Source: an optimization exercise on an open RTL-to-GDS flow (aim: a short achievable clock period and few clock cycles). Production flows keep margins and buffers that such runs may drop.
Function was checked by simulation only, so behaviour that the tests miss may differ from the original.
No activity file was given, so power comes from the tool's default toggle rates.

==> design/flow/design.v <==
module slede8_alu (
    input  wire [3:0] k,       
    input  wire [7:0] a,
    input  wire [7:0] b,
    output reg  [7:0] y,       
    output reg        cmp      
);
    always @(*) begin
        case (k)
            4'd0: y = a & b;
            4'd1: y = a | b;
            4'd2: y = a ^ b;
            4'd3: y = (b >= 8'd8) ? 8'd0 : (a << b[2:0]);
            4'd4: y = (b >= 8'd8) ? 8'd0 : (a >> b[2:0]);
            4'd5: y = a + b;
            4'd6: y = a - b;
            default: y = 8'd0;
        endcase
        case (k)
            4'd0: cmp = (a == b);
            4'd1: cmp = (a != b);
            4'd2: cmp = (a <  b);
            4'd3: cmp = (a <= b);
            4'd4: cmp = (a >  b);
            4'd5: cmp = (a >= b);
            default: cmp = 1'b0;
        endcase
    end
endmodule
module slede8_core (
    input  wire        clk,
    input  wire        rst,           
    input  wire [15:0] budget,        
    output wire        imem_req,
    output wire [11:0] imem_addr,
    input  wire        imem_ack,
    input  wire [15:0] imem_rdata,
    output wire        dmem_req,
    output wire        dmem_we,
    output wire [11:0] dmem_addr,
    output wire [7:0]  dmem_wdata,
    input  wire        dmem_ack,
    input  wire [7:0]  dmem_rdata,
    input  wire        in_avail,
    input  wire [7:0]  in_data,
    output wire        in_take,
    output wire        out_valid,
    output wire [7:0]  out_data,
    output wire        done,
    output wire [2:0]  fault_code,
    output wire [12:0] pc_out,
    output wire [16:0] tick_out,
    output wire        flag_out,
    output wire [5:0]  depth_out,
    input  wire [3:0]  dbg_addr,
    output wire [7:0]  dbg_data
);
    localparam STACK_DEPTH = 32;
    localparam S_FETCH = 2'd0;
    localparam S_EXEC  = 2'd1;
    localparam S_DONE  = 2'd2;
    localparam F_NONE     = 3'd0;
    localparam F_BADCLASS = 3'd1;
    localparam F_BADSUBOP = 3'd2;
    localparam F_NORET    = 3'd3;
    localparam F_RECURSE  = 3'd4;
    localparam F_INPUT    = 3'd5;
    localparam F_BUDGET   = 3'd6;
    localparam F_FETCH    = 3'd7;
    reg [1:0]  state;
    reg [12:0] pc;
    reg [16:0] tick;
    reg        flag;
    reg [2:0]  fcause;
    reg [15:0] ir;
    reg [7:0]  regs [0:15];
    reg [12:0] stack [0:STACK_DEPTH-1];
    reg [5:0]  depth;
    wire [3:0]  cls  = ir[3:0];
    wire [3:0]  op   = ir[7:4];
    wire [7:0]  val  = ir[15:8];
    wire [11:0] addr = ir[15:4];
    wire [3:0]  a1   = ir[11:8];
    wire [3:0]  a2   = ir[15:12];
    wire is_stopp = (cls == 4'h0);
    wire is_seti  = (cls == 4'h1);
    wire is_setr  = (cls == 4'h2);
    wire is_finn  = (cls == 4'h3);
    wire is_last  = (cls == 4'h4) && (op == 4'd0);
    wire is_lagr  = (cls == 4'h4) && (op == 4'd1);
    wire is_alu   = (cls == 4'h5) && (op <= 4'd6);
    wire is_les   = (cls == 4'h6) && (op == 4'd0);
    wire is_skriv = (cls == 4'h6) && (op == 4'd1);
    wire is_cmp   = (cls == 4'h7) && (op <= 4'd5);
    wire is_hopp  = (cls == 4'h8);
    wire is_bhopp = (cls == 4'h9);
    wire is_tur   = (cls == 4'hA);
    wire is_retur = (cls == 4'hB);
    wire bad_class  = (cls >= 4'hD);
    wire bad_subop  = ((cls == 4'h4) && (op >= 4'd2)) ||
                      ((cls == 4'h5) && (op >= 4'd7)) ||
                      ((cls == 4'h6) && (op >= 4'd2)) ||
                      ((cls == 4'h7) && (op >= 4'd6));
    wire [7:0]  port_a = regs[a1];
    wire [7:0]  port_b = regs[a2];
    wire [11:0] ptr    = {regs[1][3:0], regs[0]};
    wire [7:0] alu_y;
    wire       cmp_y;
    slede8_alu u_alu (.k(op), .a(port_a), .b(port_b), .y(alu_y), .cmp(cmp_y));
    wire ex_fault_noret   = is_retur && (depth == 6'd0);
    wire ex_fault_recurse = is_tur && (depth == STACK_DEPTH);
    wire ex_fault_input   = is_les && !in_avail;
    wire ex_fault = bad_class || bad_subop || ex_fault_noret ||
                    ex_fault_recurse || ex_fault_input;
    wire in_exec  = (state == S_EXEC);
    wire is_mem   = is_last || is_lagr;
    wire ex_fire  = in_exec && (!is_mem || dmem_ack);
    wire in_fetch     = (state == S_FETCH);
    wire pc_past_end  = (pc >= 13'd4096);
    wire over_budget  = (tick >= {1'b0, budget});
    wire fetch_oor    = (pc == 13'd4095);
    wire fetch_ok     = in_fetch && !pc_past_end && !over_budget && !fetch_oor;
    assign imem_req  = fetch_ok;
    assign imem_addr = pc[11:0];
    assign dmem_req   = in_exec && is_mem;
    assign dmem_we    = is_lagr;
    assign dmem_addr  = ptr;
    assign dmem_wdata = port_a;
    assign in_take   = in_exec && is_les && in_avail;
    assign out_valid = in_exec && is_skriv;
    assign out_data  = port_a;
    assign done       = (state == S_DONE);
    assign fault_code = fcause;
    assign pc_out     = pc;
    assign tick_out   = tick;
    assign flag_out   = flag;
    assign depth_out  = depth;
    assign dbg_data   = regs[dbg_addr];
    reg        rf_we;
    reg [3:0]  rf_wa;
    reg [7:0]  rf_wd;
    always @(*) begin
        rf_we = 1'b0;
        rf_wa = a1;
        rf_wd = 8'd0;
        if (ex_fire && !ex_fault) begin
            if (is_seti) begin
                rf_we = 1'b1; rf_wa = op; rf_wd = val;
            end else if (is_setr) begin
                rf_we = 1'b1; rf_wa = op; rf_wd = port_a;
            end else if (is_last) begin
                rf_we = 1'b1; rf_wa = a1; rf_wd = dmem_rdata;
            end else if (is_alu) begin
                rf_we = 1'b1; rf_wa = a1; rf_wd = alu_y;
            end else if (is_les) begin
                rf_we = 1'b1; rf_wa = a1; rf_wd = in_data;
            end
        end
    end
    integer i;
    always @(posedge clk) begin
        if (rst) begin
            for (i = 0; i < 16; i = i + 1)
                regs[i] <= 8'd0;
        end else if (ex_fire && !ex_fault && is_finn) begin
            regs[0] <= addr[7:0];
            regs[1] <= {4'd0, addr[11:8]};
        end else if (rf_we) begin
            regs[rf_wa] <= rf_wd;
        end
    end
    always @(posedge clk) begin
        if (ex_fire && !ex_fault && is_tur)
            stack[depth[4:0]] <= pc;
    end
    always @(posedge clk) begin
        if (rst) begin
            state  <= S_FETCH;
            pc     <= 13'd0;
            tick   <= 17'd0;
            flag   <= 1'b0;
            fcause <= F_NONE;
            depth  <= 6'd0;
            ir     <= 16'd0;
        end else begin
            case (state)
                S_FETCH: begin
                    if (pc_past_end) begin
                        state <= S_DONE;                  
                    end else if (over_budget) begin
                        tick   <= tick + 17'd1;
                        fcause <= F_BUDGET;
                        state  <= S_DONE;
                    end else if (fetch_oor) begin
                        tick   <= tick + 17'd1;
                        fcause <= F_FETCH;
                        state  <= S_DONE;
                    end else if (imem_ack) begin
                        tick  <= tick + 17'd1;
                        ir    <= imem_rdata;
                        pc    <= pc + 13'd2;
                        state <= S_EXEC;
                    end
                end
                S_EXEC: begin
                    if (ex_fault) begin
                        state <= S_DONE;
                        if (bad_class)             fcause <= F_BADCLASS;
                        else if (bad_subop)        fcause <= F_BADSUBOP;
                        else if (ex_fault_noret)   fcause <= F_NORET;
                        else if (ex_fault_recurse) fcause <= F_RECURSE;
                        else                       fcause <= F_INPUT;
                    end else if (ex_fire) begin
                        state <= S_FETCH;
                        if (is_stopp)
                            state <= S_DONE;
                        if (is_cmp)
                            flag <= cmp_y;
                        if (is_hopp || (is_bhopp && flag))
                            pc <= {1'b0, addr};
                        if (is_tur) begin
                            pc    <= {1'b0, addr};
                            depth <= depth + 6'd1;
                        end
                        if (is_retur) begin
                            pc    <= stack[depth[4:0] - 5'd1];
                            depth <= depth - 6'd1;
                        end
                    end
                end
                default: ;
            endcase
        end
    end
endmodule
==> design/flow/run.sh <==
#!/bin/bash
# synth_recipe.tcl (not shown) runs the flow's synth.tcl, then flattens the netlist and writes it again
# the make line also repeats each setting of config.mk as NAME=value (left out here)
make -C /OpenROAD-flow-scripts/flow DESIGN_CONFIG=/design/flow/config.mk WORK_HOME=/design/flow/orfs CLKGATE_MAP_FILE= SYNTH_SCRIPT=/design/flow/synth_recipe.tcl finish
==> design/flow/config.mk <==
export PLATFORM = sky130hd
export DESIGN_NAME = slede8_core
export DESIGN_NICKNAME = slede8_core
export VERILOG_FILES = /design/flow/design.v
export SDC_FILE = /design/flow/constraint.sdc
export NUM_CORES = 4
export LEC_CHECK = 0
export CAP_MARGIN = 20
export CORE_MARGIN = 2
export CORE_UTILIZATION = 40
export SLEW_MARGIN = 20
==> design/flow/constraint.sdc <==
create_clock -name core_clock -period 10.0 [get_ports {clk}]
set_input_delay 2.0000 -clock core_clock [delete_from_list [all_inputs] [get_ports {clk}]]
set_output_delay 2.0000 -clock core_clock [all_outputs]
set_load 0.01 [all_outputs]
==> summary.txt <==
[worst max path at each step]
stage | start | to | slack [ns] | cells after the start
2_1_floorplan | dbg_addr[0] | dbg_data[0] | 4.18 | 4
3_3_place_gp | budget[2] | imem_req | 2.96 | 10
3_5_place_dp | budget[2] | imem_req | 2.96 | 10
4_1_cts | budget[2] | imem_req | 2.96 | 10
5_1_grt | budget[2] | imem_req | 2.77 | 10
6_report | budget[10] | imem_req | 2.90 | 10
[metrics by stage]
stage,instances,total power (uW)
2_1_floorplan,1973,3600
3_3_place_gp,3024,4000
3_5_place_dp,3026,4010
4_1_cts,3151,6460
5_1_grt,3151,6650
6_report,3152,6430
[synthesized netlist by cell type (6+ instances only)]
cell      number
edfxtp_1     544
nor2_1       242
mux4_2       239
clkbuf_1      89
nand2_1       88
mux2i_1       67
dfxtp_1       66
inv_1         61
a21oi_1       57
ha_1          52
o21ai_0       49
nand3_1       44
nor3_1        37
nand2b_1      29
buf_4         25
xnor2_1       22
buf_1         21
nor2b_1       17
a22oi_1       12
a211oi_1      10
a221o_1       10
nor2_2        10
nand3b_1       9
a31oi_1        8
nand4_1        8
nor4_1         8
o31ai_1        8
a221oi_1       7
o32ai_1        7
a21o_1         6
and3_1         6
buf_2          6
o211ai_1       6
o21bai_1       6
o221ai_1       6
o22ai_1        6
or3_1          6
[registers in the layout, indices dropped and copies added, names as in the netlist, named ones only]
signal / flops
fcause: 3
flag: 1
tick: 17
pc: 13
ir: 16
state: 2
regs: 128
depth: 6
stack: 416
[cell type report]
type	instances	area, sq um
Fill cell	6204	38600
Sequential cell	610	17700
Multi-Input combinational cell	1155	11100
Timing Repair Buffer	239	2170
Clock buffer	82	1760
Tap cell	959	1200
Clock inverter	43	450
Inverter	63	236
Antenna cell	1	2.50
[worst min-delay path: stages (launching register included)]
cell	delay, ns
dfxtp_1	0.31
nor2_1	0.10
nor3_1	0.05
[logic make-up (layout without fill, tap and decap cells)]
family	after synthesis	count (layout)	share of synthesized area [%]
other	0	1	0
XOR/XNOR	26	26	0.768
buffers and inverters	208	427	3.09
AND/OR/NAND/NOR	529	529	8.26
multiplexers	307	307	20.5
adder cells (fa/ha/maj)	55	55	2.40
flip-flops	610	610	59.6
AO/OA/AOI/OAI	238	238	5.43
[power by group]
part | switching [uW] | internal [uW]
Sequential | 68.6 | 2840
Combinational | 642 | 418
Clock | 1050 | 1410
[layer usage]
metal	global-route usage (%)	up-vias	part of all wire [%]
met5	0	-	0
met4	7.36	0	3.1
met3	3.20	138	6.5
met2	35.1	855	48
met1	30.7	9703	43
li1	-	8098	-
==> impl_metrics.ini <==
[drt]
drt_wl_total_mm = 83.6
viasPerCell = 5.96
drt_iter0_drc = 2349
ant_nets = 0
drc = 0
dr_total_vias = 18800
routedWlPerCell_um = 26.5
drtPass1Iterations = 6

[die]
fp.dieW_um = 276
core_area_sq_um = 73200
rows = 99
dieHeight_um = 276
ioPinCount = 151
die_area_sq_um = 76300
start_util_pct = 40.5

[clock_tree]
root_buffer = clkbuf_16
cts_resized = 0
cts_setup_buffers = 0
clk_pin_slew_ns = 0.06
postCtsHoldBufs = 0
cts_tree = done
cts_max_level = 3
clkLatencyLatePin_ns = 0.62
numClockSinks = 610
numCtsBuffers = 68
clockBufferDepth = 3

[global_routing]
grt_pass1_vias = 18700
antenna_found_initial = 1
grt_max_degree = 77
grt.total_usage_pct = 21.9
gr-total-overflow = 0
grt_pass1_wl_mm = 125

[power_and_ir_drop]
peakVddDrop_v = 0.000146
powerDensity_nw_per_um2 = 186
p_leak_uw = 0.0113

[synthesis]
syn_inst = 1973
avgSynthCellArea_sq_um = 15.0
netlist_area_sq_um = 29600
synth_top_area_share_pct = 55.1
ys_warn_count = 2
synth_seq_cells = 610
synthTopCellsByArea = edfxtp_1, mux4_2, dfxtp_1, nor2_1, mux2i_1
synth_top_cell_by_area = edfxtp_1
synth_edf_count = 544
synth_fp_nets = 2085
ys_types = 74
async_reset_ff_share_pct = 0
ys_dominant_reg_cell = edfxtp_1
ys_seq_area_share_pct = 59.6

[sta]
hold_violations = 0
fin_ws_ns = 2.90
fmax_mhz = 141
drv_slew = 0
post-route-period-util_pct = 71.0
worstMarginPinSlew_ns = 0.988
finalSetupTns_ns = 0
min_period_ns = 7.10
slew_headroom_pct = 34.1
skew_ns = 0.0239
rsz0062_at_grt = false
whs_ns = 0.497
setup_viol = 0

[status]
outcome = no timing/DRC/antenna violations

[final_layout]
mostFrequentLayoutCell = edfxtp_1
drive_above_1_share_pct = 21.3
final_area_sq_um = 34600
post-route-util_pct = 47.2
area_growth_pct = 16.7
layout_common_cells = edfxtp_1, nor2_1, mux4_2
nets = 2249

[min_path]
min_to = fcause[1]$_SDFFE_PP0P_
whs_path_depth = 2
worstHoldStart = fcause[1]$_SDFFE_PP0P_
worstHoldPathType = reg2reg

[flow_run]
maxCapViolCount = 0

[critical_path]
cpPeakStageDelay_ns = 0.73
reg2regPathDepth = 15
cpMaxStageDelayCell = clkdlybuf4s50_1
worstPathArrival_ns = 5.10
cp_data_required_time_ns = 8.00
critPathBufInv = 3
crit_family = buffers and inverters
r2r_slack_ns = 4.36
cp_common_cell = clkdlybuf4s50_1
crit_chain = clkdlybuf4s50_1 > inv_1 > ha_1 > a21o_1 > a21oi_1 > o21ai_0 > a311oi_1 > nand2_1 > nor4_1 > clkdlybuf4s50_1
worstSetupPathType = in2out
start_kind = primary input
cp_max_fo = 5
r2r_end = regs[12][5]$_SDFFCE_PN0P_
end_kind = output pin

[placement]
gp_routability_congestion = 0.902
placedInstanceArea_sq_um = 32400
portBuffers = 150
dp_hpwl_mm = 56.3
post-place-ws_ns = 2.96
Testbench counts, summed over its fixed seeds: cycles 44,996.

[separate check: timing with driven ports]
The results above use ideal ports. As a check the final layout listed here was re-extracted and re-timed, cells and wires unchanged. Step 1 sets driving cells, clkbuf_16 on the clock port and buf_2 on the other inputs (assumed; they add their load-dependent delay and slew). Step 2 also shifts input and output timing later by t, the mid clock arrival at the registers, as if the neighbouring blocks saw the same clock. Slacks: ideal ports / drivers / drivers and shift; pairs: ideal ports / drivers.
t (ns): 0.669
setup WS [ns]: 2.900 / 2.873 / 2.873
hold WS [ns]: 0.497 / 0.497 / 0.497
worst slew at a driven data input, ns: 0.08
After both steps setup and hold are still met in this run. The setup slack of this run moves by -0.027 ns with the drivers and by -0.027 ns with both steps.
